Background: an optimization exercise with open tools, aiming at small area, a short achievable clock period and few clock cycles. Do not read the settings as production practice. In this exercise RTL edits were held to simulation tests only and were not proved equivalent to the original. Power and IR drop assume default switching activity.

==> design.v <==
module fru_decoder (
    input  wire        clk,
    input  wire        rst,
    input  wire        buf_we,
    input  wire [6:0]  buf_waddr,
    input  wire [7:0]  buf_wdata,
    input  wire        cmd_valid,
    output wire        cmd_ready,
    input  wire [3:0]  cmd_code,
    input  wire [15:0] off,
    input  wire [23:0] ts_in,
    input  wire [31:0] scan_in,
    output reg         ch_valid,
    input  wire        ch_ready,
    output reg  [7:0]  ch_data,
    output reg  [2:0]  ch_field,
    output reg         done,
    output reg  [2:0]  status,
    output reg  [2:0]  err_field,
    output reg  [3:0]  ch_ver,
    output reg  [39:0] ch_raw,
    output wire [54:0] ch_act,
    output reg  [7:0]  ch_pad,
    output reg  [7:0]  ch_cksum,
    output reg  [15:0] bh_off,
    output reg  [3:0]  bh_ver,
    output reg  [7:0]  bh_rawlen,
    output wire [10:0] bh_len,
    output reg  [7:0]  bh_lang,
    output reg  [23:0] bh_mfg,
    output reg  [15:0] bh_first,
    output reg  [31:0] ts_out,
    output reg  [1:0]  f_type,
    output reg  [5:0]  f_len,
    output reg  [7:0]  str_len,
    output reg  [15:0] next_off,
    output reg  [39:0] ba_len,
    output reg  [15:0] ba_next,
    output reg  [31:0] sc
);
    localparam [2:0] ST_OK = 3'd0, ST_BADVER = 3'd1, ST_BADLEN = 3'd4, ST_BADCMD = 3'd5;
    localparam [3:0] S_IDLE   = 4'd0,
                     S_HDR    = 4'd1,    
                     S_CHK    = 4'd2,    
                     S_TL     = 4'd3,    
                     S_LOAD   = 4'd4,    
                     S_EMIT   = 4'd5,    
                     S_FEND   = 4'd6,    
                     S_DONE   = 4'd7;
    reg [7:0] mem [0:127];
    always @(posedge clk)
        if (buf_we)
            mem[buf_waddr] <= buf_wdata;
    reg  [15:0] rd_addr;
    wire [7:0]  rd_byte = mem[rd_addr[6:0]];
    reg [3:0]  state;
    reg [3:0]  op;
    reg [15:0] base;       
    reg [23:0] ts_q;
    reg [31:0] scan_q;
    reg [3:0]  idx;        
    reg [63:0] hbytes;     
    reg [15:0] cur;        
    reg [2:0]  fld;        
    reg [2:0]  nfld;       
    reg [1:0]  t_q;
    reg [5:0]  l_q;
    reg [5:0]  cnt;        
    reg [1:0]  sub;        
    reg [7:0]  b0, b1, b2;
    reg [7:0]  nchars;
    reg [2:0]  st_q;
    reg [2:0]  ef_q;
    assign cmd_ready = (state == S_IDLE);
    assign ch_act = {ch_raw[39:32], 3'b000, ch_raw[31:24], 3'b000,
                     ch_raw[23:16], 3'b000, ch_raw[15:8], 3'b000,
                     ch_raw[7:0], 3'b000};
    assign bh_len = {bh_rawlen, 3'b000};
    function [7:0] hex_char(input [3:0] n);
        hex_char = (n < 4'd10) ? (8'h30 + {4'd0, n}) : (8'h37 + {4'd0, n});
    endfunction
    function [7:0] bcd_char(input [3:0] n);
        case (n)
            4'hA:    bcd_char = 8'h20;
            4'hB:    bcd_char = 8'h2D;
            4'hC:    bcd_char = 8'h2E;
            4'hD, 4'hE, 4'hF: bcd_char = 8'h3F;
            default: bcd_char = 8'h30 + {4'd0, n};
        endcase
    endfunction
    function [7:0] six_char(input [5:0] s);
        six_char = 8'h20 + {2'b00, s};
    endfunction
    function [7:0] field_chars(input [1:0] t, input [5:0] l);
        case (t)
            2'd3:    field_chars = {2'b00, l};
            2'd2:    field_chars = {l / 6'd3, 2'b00};
            default: field_chars = {1'b0, l, 1'b0};
        endcase
    endfunction
    reg [7:0] emit_char;
    reg       emit_last;   
    always @* begin
        emit_char = 8'h00;
        emit_last = 1'b1;
        case (t_q)
            2'd3: emit_char = b0;
            2'd2: begin
                case (sub)
                    2'd0: emit_char = six_char(b0[5:0]);
                    2'd1: emit_char = six_char({b1[3:0], b0[7:6]});
                    2'd2: emit_char = six_char({b2[1:0], b1[7:4]});
                    default: emit_char = six_char(b2[7:2]);
                endcase
                emit_last = (sub == 2'd3);
            end
            2'd1: begin
                emit_char = sub[0] ? bcd_char(b0[3:0]) : bcd_char(b0[7:4]);
                emit_last = sub[0];
            end
            default: begin
                emit_char = sub[0] ? hex_char(b0[3:0]) : hex_char(b0[7:4]);
                emit_last = sub[0];
            end
        endcase
    end
    wire [31:0] scan_rev;
    genvar gi;
    generate
        for (gi = 0; gi < 32; gi = gi + 1) begin : g_rev
            assign scan_rev[gi] = scan_q[31 - gi];
        end
    endgenerate
    wire [1:0] rd_t = rd_byte[7:6];
    wire [5:0] rd_l = rd_byte[5:0];
    always @(posedge clk) begin
        if (rst) begin
            state     <= S_IDLE;
            done      <= 1'b0;
            ch_valid  <= 1'b0;
            status    <= ST_OK;
            err_field <= 3'd0;
        end else begin
            done <= 1'b0;
            case (state)
                S_IDLE: begin
                    if (cmd_valid) begin
                        op     <= cmd_code;
                        base   <= off;
                        ts_q   <= ts_in;
                        scan_q <= scan_in;
                        idx    <= 4'd0;
                        fld    <= 3'd0;
                        st_q   <= ST_OK;
                        ef_q   <= 3'd0;
                        case (cmd_code)
                            4'd1: begin
                                rd_addr <= 16'd0;
                                state   <= S_HDR;
                            end
                            4'd2: begin
                                rd_addr <= off;
                                state   <= S_HDR;
                            end
                            4'd4: begin
                                cur     <= off;
                                rd_addr <= off;
                                nfld    <= 3'd1;
                                state   <= S_CHK;
                            end
                            4'd5: begin
                                cur     <= bh_first;
                                rd_addr <= bh_first;
                                nfld    <= 3'd5;
                                state   <= S_CHK;
                            end
                            4'd3, 4'd6, 4'd7: state <= S_DONE;
                            default: begin
                                st_q  <= ST_BADCMD;
                                state <= S_DONE;
                            end
                        endcase
                    end
                end
                S_HDR: begin
                    hbytes[idx*8 +: 8] <= rd_byte;
                    rd_addr <= rd_addr + 16'd1;
                    idx     <= idx + 4'd1;
                    if ((op == 4'd1 && idx == 4'd7) || (op == 4'd2 && idx == 4'd5))
                        state <= S_DONE;
                end
                S_CHK: begin
                    if (rd_t == 2'd2 && (rd_l % 6'd3) != 6'd0) begin
                        st_q  <= ST_BADLEN;
                        ef_q  <= (op == 4'd5) ? fld : 3'd0;
                        state <= S_DONE;
                    end else if (fld == nfld - 3'd1) begin
                        fld     <= 3'd0;
                        cur     <= (op == 4'd5) ? bh_first : base;
                        rd_addr <= (op == 4'd5) ? bh_first : base;
                        state   <= S_TL;
                    end else begin
                        fld     <= fld + 3'd1;
                        cur     <= cur + 16'd1 + {10'd0, rd_l};
                        rd_addr <= cur + 16'd1 + {10'd0, rd_l};
                    end
                end
                S_TL: begin
                    t_q     <= rd_t;
                    l_q     <= rd_l;
                    nchars  <= field_chars(rd_t, rd_l);
                    cnt     <= 6'd0;
                    sub     <= 2'd0;
                    rd_addr <= cur + 16'd1;
                    if (rd_l == 6'd0)
                        state <= S_FEND;
                    else
                        state <= S_LOAD;
                end
                S_LOAD: begin
                    case (sub)
                        2'd0: b0 <= rd_byte;
                        2'd1: b1 <= rd_byte;
                        default: b2 <= rd_byte;
                    endcase
                    rd_addr <= rd_addr + 16'd1;
                    cnt     <= cnt + 6'd1;
                    if (t_q == 2'd2 && sub != 2'd2) begin
                        sub <= sub + 2'd1;
                    end else begin
                        sub   <= 2'd0;
                        state <= S_EMIT;
                    end
                end
                S_EMIT: begin
                    if (!ch_valid) begin
                        ch_valid <= 1'b1;
                        ch_data  <= emit_char;
                        ch_field <= fld;
                    end else if (ch_ready) begin
                        ch_valid <= 1'b0;
                        if (emit_last) begin
                            sub <= 2'd0;
                            if (cnt == l_q)
                                state <= S_FEND;
                            else
                                state <= S_LOAD;
                        end else begin
                            sub <= sub + 2'd1;
                        end
                    end
                end
                S_FEND: begin
                    if (op == 4'd5)
                        ba_len[fld*8 +: 8] <= nchars;
                    cur     <= cur + 16'd1 + {10'd0, l_q};
                    rd_addr <= cur + 16'd1 + {10'd0, l_q};
                    if (fld == nfld - 3'd1)
                        state <= S_DONE;
                    else begin
                        fld   <= fld + 3'd1;
                        state <= S_TL;
                    end
                end
                S_DONE: begin
                    done      <= 1'b1;
                    status    <= st_q;
                    err_field <= ef_q;
                    state     <= S_IDLE;
                    if (st_q == ST_OK) begin
                        case (op)
                            4'd1: begin
                                if (hbytes[3:0] != 4'd1) begin
                                    status <= ST_BADVER;
                                end else begin
                                    ch_ver   <= hbytes[3:0];
                                    ch_raw   <= hbytes[47:8];
                                    ch_pad   <= hbytes[55:48];
                                    ch_cksum <= hbytes[63:56];
                                end
                            end
                            4'd2: begin
                                bh_off    <= base;
                                bh_ver    <= hbytes[3:0];
                                bh_rawlen <= hbytes[15:8];
                                bh_lang   <= hbytes[23:16];
                                bh_mfg    <= hbytes[47:24];
                                bh_first  <= base + 16'd6;
                            end
                            4'd3: ts_out <= {8'd0, ts_q} * 32'd60 + 32'd820454400;
                            4'd4: begin
                                f_type   <= t_q;
                                f_len    <= l_q;
                                str_len  <= nchars;
                                next_off <= cur;
                            end
                            4'd5: ba_next <= cur;
                            4'd6, 4'd7: sc <= scan_rev;
                            default: ;
                        endcase
                    end
                end
                default: state <= S_IDLE;
            endcase
        end
    end
endmodule
==> run.sh <==
#!/bin/bash
# synth_recipe.tcl (not shown) runs the flow's synth.tcl, then flattens the netlist and writes it again
# the make line also repeats each setting of config.mk as NAME=value (left out here)
make -C /OpenROAD-flow-scripts/flow DESIGN_CONFIG=/design/flow/config.mk WORK_HOME=/design/flow/orfs CLKGATE_MAP_FILE= SYNTH_SCRIPT=/design/flow/synth_recipe.tcl finish
==> config.mk <==
export PLATFORM = sky130hd
export DESIGN_NAME = fru_decoder
export DESIGN_NICKNAME = fru_decoder
export VERILOG_FILES = /design/flow/design.v
export SDC_FILE = /design/flow/constraint.sdc
export NUM_CORES = 4
export LEC_CHECK = 0
export CAP_MARGIN = 20
export CORE_MARGIN = 2
export CORE_UTILIZATION = 40
export PLACE_DENSITY = 0.6
export SLEW_MARGIN = 20
==> constraint.sdc <==
create_clock -name core_clock -period 10.0 [get_ports {clk}]
set_input_delay 2.0000 -clock core_clock [delete_from_list [all_inputs] [get_ports {clk}]]
set_output_delay 2.0000 -clock core_clock [all_outputs]
set_load 0.01 [all_outputs]
==> results.ini <==
[worst_hold_path]
min_from = scan_q[17]$_DFFE_PP_
min_to = sc[14]$_DFFE_PP_
hold_class = reg2reg
min_path_cells = 0

[floorplan]
ios = 470
rows = 147
core_area_mm2 = 0.1609
die_area_mm2 = 0.1655
die_h_um = 406.8
dieWidth_um = 406.8
start_util_pct = 40.33

[clock_network]
cts_sinks = 1554
cts_made_buffers = 157
ctsHoldBuffers = 0
cts_tree = built
post-cts-setup-buffer-count = 0
post_cts_resized = 0
cts_root_buf = clkbuf_16
clkTransAtPathRegs_ps = 60
clk_latency_ps = 790
cts_buffer_depth = 3
ctsHtreeMaxLevel = 4

[grt]
grtUsageTotal_pct = 20.20
grt_max_degree = 99
grt_pass1_vias = 35030
grt.overflow.total = 0
antenna_found_initial = 8
grt_pass1_wl_mm = 244.2

[logic_synthesis]
synthArstFlopShare_pct = 0
syn_inst = 3683
yosysWarnings = 1
synth_ff_type = edfxtp_1
synth_seq_cells = 1554
ys_seq_area_share_pct = 71.63
syn_area_mm2 = 0.06491
yosysTopAreaCellShare_pct = 71.10
synth-edff-count = 1537
synth_area_leaders = edfxtp_1 (71%), mux4_2 (9.6%), ha_1 (1.5%), nor2_1 (1.5%), fa_1 (1.4%)
syn_avg_cell_area_um2 = 17.62
yosys.area.top_type = edfxtp_1
yosysUniqueCellTypes = 87

[cells_and_area]
fillers = 13350
multi_input_area_mm2 = 0.01709
drive_gt1_share_pct = 15.84
final_cell_mix = edfxtp_1 (1,537), clkdlybuf4s50_1 (438), mux4_2 (278)
flow.area_growth_from_synthesis_pct = 18.47
ff_latch_area_mm2 = 0.04651
final_common_cell = edfxtp_1
nets = 4392

[setup_path]
cpMaxStageDelayCell = dfxtp_4
worst_path_largest_cell_delay_ps = 1030
cp_max_fo = 43
cpMostUsedCell = ha_1
worst_r2r_path_depth = 27
cp-end-kind = flip-flop
worstSetupPathType = reg2reg
ff2ff_setup_slack_ps = 890
cp-start-kind = flip-flop
crit_arrival_ps = 9780
cp.required_ps = 10660

[placement]
hpwl_mm = 113.2
io_buffer_count = 446
place_congestion = 0.8672

[status]
status = finished clean

[job]
cap_viol_max_count = 0

[timing]
max_freq_mhz = 109.7
min_period_ps = 9114
timing.setup.tns_ps = 0
period_share_pct = 91.14
hold_viol = 0
worst_pin_slew_ps = 1161
maxSlewHeadroom_pct = 22.41
rsz0062_at_grt = false
finalMaxSlewViolations = 0
setup_viol = 0
finalClockSkew_ps = 33.65

[drt]
met1_length_mm = 70.16
dr.max_layer_used = met5
drt_iter0_drc = 4014
via_per_inst = 5.467
wl_met2_mm = 82.49
wl_met3_mm = 12.56
drc = 0
drtPass1Iterations = 6
post_drt_wl_per_cell_um = 26.14
drt-total-wl_mm = 168.9
antenna_left = 0
vias = 35320

[power_and_ir_drop]
intPower_mw = 14.53
finalPower_mw = 22.39
power_switching_mw = 7.861
power-per-cell-area_mw_per_mm2 = 291.2
clkPwrFrac_pct = 26.2
vdd_ir_drop_max_uv = 291.1
p_leak_nw = 25.02
p_seq_share_pct = 36.1
p_sw_share_pct = 35.11
p_comb_share_pct = 37.8

power groups by stage:
stage,Sequential (mW),Combinational [mW],Clock (mW)
after floorplan,7.95,6.08,0
after global placement,8.22,8.35,0
after detailed placement,8.23,8.44,0
after CTS,8.09,8.47,5.95
after global routing,8.12,9.17,6.21
final,8.08,8.45,5.86
how the worst max path moves through the flow:
stage | slack (ps) | end | start
after global routing | 330 | flip-flop | flip-flop
after CTS | 870 | flip-flop | flip-flop
after global placement | 1050 | flip-flop | flip-flop
after floorplan | 760 | cur[0]$_DFFE_PP_ | flip-flop
final | 890 | flip-flop | flip-flop
after detailed placement | 920 | flip-flop | flip-flop
synth_stat cells, types with 61 or more instances:
cell and n:
ha_1 79, nand3_1 82, a21oi_1 108, mux2i_1 86
xnor2_1 72, inv_1 61, mux4_2 278, clkbuf_1 95
edfxtp_1 1537, nor2_1 254, nand2_1 227, o21ai_0 107
buf_4 83
per-layer routing:
layer	vias up	global-route usage, %
met1	18180	27.30
met4	6	5.283
li1	15470	-
met3	210	4.031
met5	-	0
met2	1454	33.46
layout make-up:
| cell class | count | share of cell area, % |
|---|---|---|
| repair buffers | 534 | 6.803 |
| inverters | 69 | 0.3368 |
| multi-input cells | 1854 | 22.22 |
| clock inverters | 91 | 1.181 |
| clock buffers | 196 | 5.464 |
| well taps | 2160 | 3.514 |
| diodes | 2 | 0.006508 |
| flip-flops and latches | 1554 | 60.48 |
worst max-delay path: cells and delay by family (launching register included):
family | cells | cell delay (ps)
adder cells (fa/ha/maj) | 4 | 1310
flip-flops | 1 | 1030
multiplexers | 6 | 2470
AND/OR/NAND/NOR | 5 | 1050
AO/OA/AOI/OAI | 5 | 1620
XOR/XNOR | 2 | 370
buffers and inverters | 5 | 1060
logic make-up after synthesis:
family                   synth area share [%]
AO/OA/AOI/OAI                           4.669
XOR/XNOR                                1.590
AND/OR/NAND/NOR                         5.241
adder cells (fa/ha/maj)                 3.003
buffers and inverters                   2.436
multiplexers                            11.43
other                                0.005777
flip-flops                              71.63
state kept, by name (all words and copies together) (netlist names), 15 cells and up, named ones only:
| register | cells |
|---|---|
| bh_first | 15 |
| ts_out | 29 |
| bh_off | 16 |
| ch_raw | 40 |
| mem | 1024 |
| scan_q | 32 |
| base | 16 |
| ba_next | 16 |
| sc | 32 |
| cur | 16 |
| ba_len | 40 |
| hbytes | 60 |
| ts_q | 24 |
| next_off | 16 |
| bh_mfg | 24 |
metrics by stage:
stage	hold WS, ps	instances	instance area (µm²)	util [%]	setup WS, ps
finish	407.9	6460	76900	47.78	885.8
global route	419.0	6459	76900	47.78	333.3
CTS	405.1	6455	76820	47.73	870.8
detailed placement	404.5	6168	71710	44.56	921.6
global placement	400.5	6166	71660	44.53	1054
floorplan	400.3	3705	64990	-	762.9
Testbench counts, summed over its fixed seeds: cycles 17,980.

port drivers added, routing unchanged:
The flow's constraints put no driver on any port. The routed layout listed below was extracted and timed again, unchanged, in two steps. Step 1: set_driving_cell puts a clkbuf_16 on clk and a buf_2 on each other input, an assumption about the parent block. Step 2 times the ports against the registers' clock, not the clock port: input delays grow and output delays shrink by t, the midpoint of the rising clock arrivals with the driver on. Slacks: ideal ports / drivers / drivers and shift; pairs: ideal ports / drivers.
t, ns: 0.854
setup WS [ns]: 0.886 / 0.886 / 0.886
slew at the worst register clock pin (ns): 0.07 / 0.07
After both steps setup and hold are still met in this run. The setup slack of this run moves by 0.000 ns with the drivers and by 0.000 ns with both steps.
